Background: an optimization exercise with open tools, aiming at small area, a short achievable clock period and few clock cycles per item. Do not read the settings as production practice. Function was checked by simulation only, so behaviour that the tests miss may differ from the original.

==> flow/design.v (outline; a module is shown in full before it is edited, if it fits) <==
// module fp32_mul: 75 lines
// module fp32_mul_decay: 21 lines
// module mul24: 984 lines
// module mul24_decay: 334 lines
// module fp32_add: 87 lines
// module add_bk: 33 lines
// module lac_mma: 95 lines
module lac_mma (
    input  wire        clk,
    input  wire        rst_n,
    input  wire        in_valid,
    output wire        in_ready,
    input  wire        in_op,
    input  wire [31:0] in_a,
    input  wire [31:0] in_b,
    input  wire [31:0] in_c,
    input  wire [31:0] in_d,
    output reg         out_valid,
    input  wire        out_ready,
    output reg  [31:0] out_data
);
  // ...
==> flow/run.sh <==
#!/bin/bash
# synth_recipe.tcl (not shown) runs the flow's synth.tcl, then flattens the netlist and writes it again
# the make line also repeats each setting of config.mk as NAME=value (left out here)
make -C /OpenROAD-flow-scripts/flow DESIGN_CONFIG=/design/flow/config.mk WORK_HOME=/design/flow/orfs CLKGATE_MAP_FILE= SYNTH_SCRIPT=/design/flow/synth_recipe.tcl finish
==> flow/config.mk <==
export PLATFORM = sky130hd
export DESIGN_NAME = lac_mma
export DESIGN_NICKNAME = lac_mma
export VERILOG_FILES = /design/flow/design.v
export SDC_FILE = /design/flow/constraint.sdc
export NUM_CORES = 4
export LEC_CHECK = 0
export ABC_AREA = 1
export CAP_MARGIN = 20
export CORE_MARGIN = 2
export CORE_UTILIZATION = 40
export SLEW_MARGIN = 20
==> flow/constraint.sdc <==
create_clock -name core_clock -period 75.0 [get_ports {clk}]
set_input_delay 15.0000 -clock core_clock [delete_from_list [all_inputs] [get_ports {clk}]]
set_output_delay 15.0000 -clock core_clock [all_outputs]
set_load 0.01 [all_outputs]
==> flow_results.xml, run 1 <==
<?xml version="1.0" encoding="UTF-8"?>
<metrics>
  <group name="final_layout">
    <metric name="ff_latch_area" unit="um^2">10700</metric>
    <metric name="fin_cells" unit="">10800</metric>
    <metric name="buf_share" unit="">0.0380</metric>
    <metric name="n_multi_input_combinational_cell" unit="">6334</metric>
    <metric name="layout.core_utilization" unit="">0.435</metric>
    <metric name="non_clock_buffer_count" unit="">302</metric>
    <metric name="final_common_cell" unit="">nand2_1</metric>
  </group>
  <group name="clock_tree">
    <metric name="tritoncts" unit="">built</metric>
    <metric name="buffers_from_clock_root_to_sink_at_most" unit="">3</metric>
    <metric name="cell_at_the_root_of_the_clock_tree" unit="">clkbuf_16</metric>
    <metric name="clk-insertion-delay-late" unit="ns">0.72</metric>
  </group>
  <group name="worst_setup_path">
    <metric name="critical_path_buf_inv_count" unit="">1</metric>
    <metric name="reg2regPathDepth" unit="">70</metric>
    <metric name="cpMaxStageDelayCell" unit="">clkdlybuf4s50_1</metric>
  </group>
  <group name="floorplanning">
    <metric name="floorplan.rows" unit="">149</metric>
  </group>
  <group name="drt">
    <metric name="detail_route.drc_violations" unit="">0</metric>
    <metric name="route.antenna.remaining_nets" unit="">0</metric>
    <metric name="routed_length_on_met3" unit="mm">22.8</metric>
  </group>
  <group name="global_route">
    <metric name="groute.layer.met2.usage" unit="">0.414</metric>
    <metric name="pin_count_of_the_biggest_net_entering_global_routing" unit="">110</metric>
  </group>
  <group name="synth">
    <metric name="ys_async_sr_fraction" unit="">0</metric>
    <metric name="cell_taking_the_most_area_after_synthesis" unit="">fa_1</metric>
    <metric name="synth-warning-count" unit="">6</metric>
  </group>
  <group name="run_status">
    <metric name="result_of_the_run" unit="">finished clean</metric>
  </group>
</metrics>
Testbench counts, summed over its fixed seeds: cycles 9,632, items 9,600.
==> module fp32_mul, before the edit <==
module fp32_mul (
    input  wire [31:0] a,
    input  wire [31:0] b,
    output reg  [31:0] y
);
    wire [7:0] ea = a[30:23];
    wire [7:0] eb = b[30:23];
    wire       s  = a[31] ^ b[31];
    wire a_max  = &ea;
    wire b_max  = &eb;
    wire a_fz   = ~|a[22:0];
    wire b_fz   = ~|b[22:0];
    wire a_zero = ~|ea & a_fz;
    wire b_zero = ~|eb & b_fz;
    wire a_nan  = a_max & ~a_fz;
    wire b_nan  = b_max & ~b_fz;
    wire a_inf  = a_max & a_fz;
    wire b_inf  = b_max & b_fz;
    wire [23:0] ma = {|ea, a[22:0]};
    wire [23:0] mb = {|eb, b[22:0]};
    wire [47:0] p;
    mul24 u_mul (.a(ma), .b(mb), .p(p));
    wire signed [10:0] e0 = $signed({3'b0, ea}) + $signed({3'b0, eb})
                          + $signed({10'b0, ~|ea}) + $signed({10'b0, ~|eb}) - 11'sd127;
    reg [4:0] tza, tzb;
    reg [4:0] z;
    integer i;
    always @* begin
        tza = 5'd24;
        tzb = 5'd24;
        for (i = 23; i >= 0; i = i - 1) begin
            if (ma[i]) tza = i[4:0];
            if (mb[i]) tzb = i[4:0];
        end
    end
    always @* begin
        z = 5'd25;
        for (i = 23; i <= 47; i = i + 1)
            if (p[i]) z = 47 - i;
    end
    wire        right = e0[10];                       
    wire [4:0]  e0s   = (|e0[9:5]) ? 5'd31 : e0[4:0];   
    wire [4:0]  sh    = (z < e0s) ? z : e0s;          
    wire [10:0] nege0 = -e0;
    wire [4:0]  r     = (|nege0[9:5]) ? 5'd31 : nege0[4:0];  
    wire [5:0]  u   = right ? (6'd24 + {1'b0, r}) : (6'd24 - {1'b0, sh});
    wire [71:0] v0  = {p, 24'd0};
    wire [71:0] v1  = u[5] ? {32'd0, v0[71:32]} : v0;
    wire [71:0] v2  = u[4] ? {16'd0, v1[71:16]} : v1;
    wire [71:0] v3  = u[3] ? {8'd0, v2[71:8]} : v2;
    wire [71:0] v4  = u[2] ? {4'd0, v3[71:4]} : v3;
    wire [71:0] v5  = u[1] ? {2'd0, v4[71:2]} : v4;
    wire [71:0] v   = u[0] ? {1'd0, v5[71:1]} : v5;
    wire [24:0] m   = v[47:23];
    wire [5:0]  tzp = {1'b0, tza} + {1'b0, tzb};
    wire        sticky = ({1'b0, tzp} + 7'd2) <= {1'b0, u};
    wire [9:0]  eres   = e0[9:0] + 10'd1 - {5'b0, sh};    
    wire        norm   = m[24];
    wire [7:0]  e_field = (norm && !right) ? eres[7:0] : 8'd0;
    wire        ovf    = !right && norm && (eres > 10'd254);
    wire        guard  = m[0];
    wire        rup    = guard & (sticky | m[1]);
    wire [30:0] rounded;
    add_bk #(31) u_rnd (.a({e_field, m[23:1]}), .b(31'd0), .ci(rup), .s(rounded), .co());
    always @* begin
        if (a_nan || b_nan || (a_inf && b_zero) || (b_inf && a_zero))
            y = 32'h7FC00000;
        else if (a_inf || b_inf || ovf)
            y = {s, 8'hFF, 23'd0};
        else if (a_zero || b_zero)
            y = {s, 31'd0};
        else
            y = {s, rounded};
    end
endmodule
==> inputs of run 2 (changes only) <==
--- a/flow/design.v
+++ b/flow/design.v
@@ -17,48 +17,55 @@
     wire a_inf  = a_max & a_fz;
     wire b_inf  = b_max & b_fz;
     wire [23:0] ma = {|ea, a[22:0]};
     wire [23:0] mb = {|eb, b[22:0]};
     wire [47:0] p;
     mul24 u_mul (.a(ma), .b(mb), .p(p));
     wire signed [10:0] e0 = $signed({3'b0, ea}) + $signed({3'b0, eb})
                           + $signed({10'b0, ~|ea}) + $signed({10'b0, ~|eb}) - 11'sd127;
-    reg [4:0] tza, tzb;
-    reg [4:0] z;
+    reg [4:0] lza, lzb, tza, tzb;
     integer i;
     always @* begin
+        lza = 5'd24;
+        lzb = 5'd24;
         tza = 5'd24;
         tzb = 5'd24;
+        for (i = 0; i <= 23; i = i + 1) begin
+            if (ma[i]) lza = 23 - i;
+            if (mb[i]) lzb = 23 - i;
+        end
         for (i = 23; i >= 0; i = i - 1) begin
             if (ma[i]) tza = i[4:0];
             if (mb[i]) tzb = i[4:0];
         end
     end
-    always @* begin
-        z = 5'd25;
-        for (i = 23; i <= 47; i = i + 1)
-            if (p[i]) z = 47 - i;
-    end
-    wire        right = e0[10];                       
-    wire [4:0]  e0s   = (|e0[9:5]) ? 5'd31 : e0[4:0];   
-    wire [4:0]  sh    = (z < e0s) ? z : e0s;          
+    wire [5:0]  lzs   = {1'b0, lza} + {1'b0, lzb};
+    wire        right = e0[10];                         
+    wire [5:0]  e0s   = (|e0[9:6]) ? 6'd63 : e0[5:0];    
+    wire        lz_lt = lzs < e0s;
+    wire [4:0]  sh1   = lz_lt ? lzs[4:0] : e0s[4:0];    
     wire [10:0] nege0 = -e0;
     wire [4:0]  r     = (|nege0[9:5]) ? 5'd31 : nege0[4:0];  
-    wire [5:0]  u   = right ? (6'd24 + {1'b0, r}) : (6'd24 - {1'b0, sh});
-    wire [71:0] v0  = {p, 24'd0};
-    wire [71:0] v1  = u[5] ? {32'd0, v0[71:32]} : v0;
-    wire [71:0] v2  = u[4] ? {16'd0, v1[71:16]} : v1;
-    wire [71:0] v3  = u[3] ? {8'd0, v2[71:8]} : v2;
-    wire [71:0] v4  = u[2] ? {4'd0, v3[71:4]} : v3;
-    wire [71:0] v5  = u[1] ? {2'd0, v4[71:2]} : v4;
-    wire [71:0] v   = u[0] ? {1'd0, v5[71:1]} : v5;
-    wire [24:0] m   = v[47:23];
+    wire [5:0]  u   = right ? (6'd24 + {1'b0, r}) : (6'd24 - {1'b0, sh1});
+    wire [72:0] v0  = {p, 25'd0};
+    wire [72:0] v1  = u[5] ? {32'd0, v0[72:32]} : v0;
+    wire [72:0] v2  = u[4] ? {16'd0, v1[72:16]} : v1;
+    wire [72:0] v3  = u[3] ? {8'd0, v2[72:8]} : v2;
+    wire [72:0] v4  = u[2] ? {4'd0, v3[72:4]} : v3;
+    wire [72:0] v5  = u[1] ? {2'd0, v4[72:2]} : v4;
+    wire [72:0] v   = u[0] ? {1'd0, v5[72:1]} : v5;
+    wire [25:0] w   = v[48:23];
+    wire        fix = !right && lz_lt && !w[25];
+    wire [24:0] m   = fix ? w[24:0] : w[25:1];
     wire [5:0]  tzp = {1'b0, tza} + {1'b0, tzb};
-    wire        sticky = ({1'b0, tzp} + 7'd2) <= {1'b0, u};
+    wire        st0 = ({1'b0, tzp} + 7'd2) <= {1'b0, u};
+    wire        st1 = ({1'b0, tzp} + 7'd3) <= {1'b0, u};
+    wire        sticky = fix ? st1 : st0;
+    wire [4:0]  sh  = sh1 + {4'd0, fix};
     wire [9:0]  eres   = e0[9:0] + 10'd1 - {5'b0, sh};    
     wire        norm   = m[24];
     wire [7:0]  e_field = (norm && !right) ? eres[7:0] : 8'd0;
     wire        ovf    = !right && norm && (eres > 10'd254);
     wire        guard  = m[0];
     wire        rup    = guard & (sticky | m[1]);
     wire [30:0] rounded;
     add_bk #(31) u_rnd (.a({e_field, m[23:1]}), .b(31'd0), .ci(rup), .s(rounded), .co());
@@ -1071,17 +1078,17 @@
     wire w931 = w841 ^ w758 ^ w840;
     wire w932 = (w841 & w758) | (w841 & w840) | (w758 & w840);
     wire w933 = w843 ^ 1'b1 ^ w842;
     wire w934 = (w843 & 1'b1) | (w843 & w842) | (1'b1 & w842);
     wire w935 = w312 ^ w336 ^ w844;
     wire w936 = (w312 & w336) | (w312 & w844) | (w336 & w844);
     wire [47:0] r0 = {w935, w933, w931, w929, w927, w925, w923, w921, w919, w917, w915, w913, w911, w909, w907, w905, w903, w901, w899, w897, w895, w893, w891, w889, w887, w885, w883, w881, w879, w877, w875, w873, w871, w869, w867, w865, w863, w861, w859, w857, w855, w853, w851, w849, w847, w845, w2, w1};
     wire [47:0] r1 = {w934, w932, w930, w928, w926, w924, w922, w920, w918, w916, w914, w912, w910, w908, w906, w904, w902, w900, w898, w896, w894, w892, w890, w888, w886, w884, w882, w880, w878, w876, w874, w872, w870, w868, w866, w864, w862, w860, w858, w856, w854, w852, w850, w848, w846, bn1, 1'b0, bn0};
-    add_bk #(48) u_cpa (.a(r0), .b(r1), .ci(1'b0), .s(p), .co());
+    assign p = r0 + r1;
 endmodule
 module mul24_decay (
     input  wire [23:0] a,
     output wire [47:0] p
 );
     wire w1 = ~a[0];
     wire w2 = ~a[1];
     wire w3 = ~a[2];
==> flow_results.xml, run 2 <==
<?xml version="1.0" encoding="UTF-8"?>
<metrics>
  <group name="run_status">
    <metric name="result_of_the_run" unit="">finished clean</metric>
  </group>
  <group name="clock_tree">
    <metric name="buffers_from_clock_root_to_sink_at_most" unit="">3</metric>
    <metric name="postCtsSetupRepairBufs" unit="">0</metric>
    <metric name="ctsHoldBuffers" unit="">0</metric>
    <metric name="cts_buffers" unit="">46</metric>
    <metric name="htreeDepth" unit="">2</metric>
    <metric name="tritoncts" unit="">built</metric>
    <metric name="cell_at_the_root_of_the_clock_tree" unit="">clkbuf_16</metric>
    <metric name="clock_sink_count" unit="">359</metric>
    <metric name="post_cts_sizing_count" unit="">0</metric>
    <metric name="clk_transition_reported_paths" unit="ns">0.06</metric>
    <metric name="clk-insertion-delay-late" unit="ns">0.66</metric>
  </group>
  <group name="drt">
    <metric name="route.antenna.remaining_nets" unit="">0</metric>
    <metric name="dr_wl_met2" unit="mm">105</metric>
    <metric name="drtIter0Drc" unit="">6088</metric>
    <metric name="routed_wire_per_std_cell" unit="um">21.1</metric>
    <metric name="routed_wl" unit="mm">238</metric>
    <metric name="routed_length_on_met3" unit="mm">19.4</metric>
    <metric name="met1Wirelength" unit="mm">99.6</metric>
    <metric name="firstDrtPassIters" unit="">9</metric>
    <metric name="route.top_layer_used" unit="">met5</metric>
    <metric name="detail_route.drc_violations" unit="">0</metric>
    <metric name="drt-vias-per-instance" unit="">5.66</metric>
    <metric name="vias" unit="">63900</metric>
  </group>
  <group name="floorplanning">
    <metric name="core_region_area" unit="um^2">170000</metric>
    <metric name="die_height" unit="um">418</metric>
    <metric name="io_pins" unit="">167</metric>
    <metric name="initial_utilization" unit="">0.404</metric>
    <metric name="chipWidth" unit="um">418</metric>
    <metric name="die_area" unit="um^2">175000</metric>
    <metric name="floorplan.rows" unit="">151</metric>
  </group>
  <group name="synth">
    <metric name="synth_enable_flop_cells" unit="">353</metric>
    <metric name="synth_nets" unit="">10400</metric>
    <metric name="post-synth-top-area-fraction" unit="">0.179</metric>
    <metric name="cell_taking_the_most_area_after_synthesis" unit="">fa_1</metric>
    <metric name="dominantRegCellSynth" unit="">edfxtp_1</metric>
    <metric name="synth.top_cells.by_count" unit="">nand2_1 (1,563), inv_1 (1,391), xor2_1 (725)</metric>
    <metric name="synthMostInstantiatedCell" unit="">nand2_1</metric>
    <metric name="ys_ff_latch" unit="">359</metric>
    <metric name="post_synth_inst_count" unit="">9078</metric>
    <metric name="synth.area.top_cells" unit="">fa_1 (18%), edfxtp_1 (15%), ha_1 (10%), xor2_1 (9.3%), nand2_1 (8.6%)</metric>
    <metric name="ys_async_sr_fraction" unit="">0</metric>
    <metric name="synth.yosys.seq_area_share" unit="">0.156</metric>
    <metric name="netlist_area" unit="um^2">68600</metric>
    <metric name="post_synth.cell_area_avg" unit="um^2">7.55</metric>
    <metric name="yosys.cell_types.count" unit="">84</metric>
    <metric name="synth-warning-count" unit="">6</metric>
  </group>
  <group name="global_route">
    <metric name="pin_count_of_the_biggest_net_entering_global_routing" unit="">108</metric>
    <metric name="grt_pass1_vias" unit="">63500</metric>
    <metric name="grtUsageTotal" unit="">0.270</metric>
    <metric name="antenna_found_initial" unit="">3</metric>
    <metric name="grt_overflow_total" unit="">0</metric>
    <metric name="grt_pass1_wl" unit="mm">370</metric>
  </group>
  <group name="sta">
    <metric name="max_clock_freq" unit="MHz">60.0</metric>
    <metric name="timing.max_slew.rel_slack" unit="">0.228</metric>
    <metric name="final_max_slew_viol_count" unit="">0</metric>
    <metric name="max_slew.worst_pin.slew" unit="ns">1.16</metric>
    <metric name="post-route-period-util" unit="">0.222</metric>
    <metric name="setup_tns" unit="ns">0</metric>
    <metric name="rsz_0062_raised_after_global_routing" unit="">no</metric>
    <metric name="finalHoldViolations" unit="">0</metric>
    <metric name="finalCriticalPeriod" unit="ns">16.66</metric>
    <metric name="timing.clock.skew" unit="ns">0.0558</metric>
    <metric name="setup_violations" unit="">0</metric>
  </group>
  <group name="placement">
    <metric name="finalWeightedCongestion" unit="">0.958</metric>
    <metric name="hpwlAfterDp" unit="mm">179</metric>
    <metric name="dpl-instance-area" unit="um^2">72400</metric>
    <metric name="io_buffer_count" unit="">166</metric>
    <metric name="post-place-cells" unit="">11200</metric>
  </group>
  <group name="final_layout">
    <metric name="fin_cells" unit="">11300</metric>
    <metric name="ff_latch_area" unit="um^2">10700</metric>
    <metric name="syn_to_final_growth" unit="%">7.88</metric>
    <metric name="post_route_cells_drive_above_1_share" unit="">0.0532</metric>
    <metric name="final_nets" unit="">10300</metric>
    <metric name="most_frequent_cells_in_the_layout" unit="">nand2_1 (1,560), inv_1 (1,391), xor2_1 (725), fa_1 (614), nor2_1 (589)</metric>
    <metric name="final_common_cell" unit="">nand2_1</metric>
    <metric name="final.fill_count" unit="">17200</metric>
    <metric name="multi_input_area" unit="um^2">50600</metric>
    <metric name="layout_cell_area_excl_fill" unit="um^2">74000</metric>
  </group>
  <group name="job">
    <metric name="max_cap_viol_count" unit="">0</metric>
  </group>
  <group name="worst_setup_path">
    <metric name="crit_path_max_fanout" unit="">6</metric>
    <metric name="start_kind" unit="">register</metric>
    <metric name="required" unit="ns">60.00</metric>
    <metric name="arrival" unit="ns">1.66</metric>
    <metric name="crit_path_cell_trace" unit="">clkdlybuf4s50_1</metric>
    <metric name="worst_setup_path_end_kind" unit="">primary output</metric>
    <metric name="slowest_cell_delay_on_critical_path" unit="ns">0.58</metric>
    <metric name="critical_path_buf_inv_count" unit="">1</metric>
    <metric name="worst_setup_path_type" unit="">reg -&gt; out</metric>
    <metric name="path_delay_family" unit="">buffers and inverters</metric>
    <metric name="worst-r2r-setup-slack" unit="ns">60.41</metric>
    <metric name="cpMaxStageDelayCell" unit="">clkdlybuf4s50_1</metric>
  </group>
  <group name="hold_path">
    <metric name="min_path_type" unit="">reg -&gt; reg</metric>
  </group>
</metrics>
## run 2: cell types whose count changed after synthesis, sizes merged, moves of 13 or more
cell | previous run | this run
nor2 | 538 | 634
nor3 | 46 | 72
fa | 658 | 614
a21oi | 216 | 407
nand3 | 614 | 384
ha | 539 | 571
nor4 | 53 | 40
inv | 1457 | 1441
o21ai | 410 | 624
o22ai | 571 | 584
o21a | 14 | 30
xnor2 | 64 | 110
nand2 | 1544 | 1610
## run 2: cell type report
cell class              count  share of cell area
diodes                      2           0.0000676
clock buffers              49              0.0157
clock inverters            34             0.00567
inverters                1476              0.0750
multi-input cells        6833               0.684
flip-flops and latches    359               0.145
well taps                2218              0.0375
repair buffers            312              0.0373
## run 2: worst paths after layout
kind / depth (start not counted) / start / to
setup / recovery: 1 / go / in_ready
hold / removal: 0 / s1[11] / s2[11]
setup reg to reg: 70 / m2[27] / out_data[21]
hold reg to reg: 0 / s1[11] / s2[11]
## run 2: metrics by stage
stage                     hold WS [ns]  utilization  worst slack (ns)
after floorplan                  0.400            -             57.32
after global placement           0.402        0.426             57.98
after detailed placement         0.405        0.426             57.97
after CTS                        0.413        0.436             58.26
after global routing             0.415        0.436             58.26
final                            0.411        0.436             58.34
## run 2: layer usage
layer | vias to the layer above | track usage
met4 | 2 | 0.139
met2 | 2739 | 0.425
met1 | 30700 | 0.357
li1 | 29800 | -
met3 | 670 | 0.0449
met5 | - | 0
## run 2: cell families (layout without fill, tap and decap cells)
family / count (synthesis) / count (layout) / share of synthesized area
DFF: 359 / 359 / 0.156
xor gates and xnor gates: 838 / 838 / 0.107
buffers and inverters: 1886 / 1871 / 0.107
muxes: 42 / 42 / 0.00648
other: 0 / 2 / 0
adders and majority gates: 1185 / 1185 / 0.283
and+or+nand+nor: 2891 / 2891 / 0.180
AOI/OAI and AO/OA: 1877 / 1877 / 0.159
Testbench counts of run 2, summed over its fixed seeds: cycles 9,632, items 9,600.

-- re-timing with driven ports --
How much do the figures lean on ideal ports? The routed layouts below were timed once more, with nothing changed but the port constraints. Step 1 sets driving cells, clkbuf_16 on the clock port and buf_2 on the other inputs (assumed; they add their load-dependent delay and slew). Step 2 adds t to the input delays and takes it off the output delays; t is the mean of the earliest and latest rising clock arrival at the registers after step 1. Input paths then give back, and output paths get back, about the clock's delay inside the block. Slacks: no drivers / after step 1 / after step 2; pairs: no drivers / after step 1.
run	t (ns)	setup WS [ns]	latest minus earliest clock arrival (ns)	worst data-port slew with drivers (ns)
run 1	0.772	58.204 / 58.124 / 57.897	0.058 / 0.057	0.12
run 2	0.715	58.338 / 58.255 / 57.940	0.056 / 0.057	0.09
After both steps every run listed still meets setup and hold. The setup slack of run 2, which loses most, moves by -0.083 ns with the drivers and by -0.398 ns with both steps.
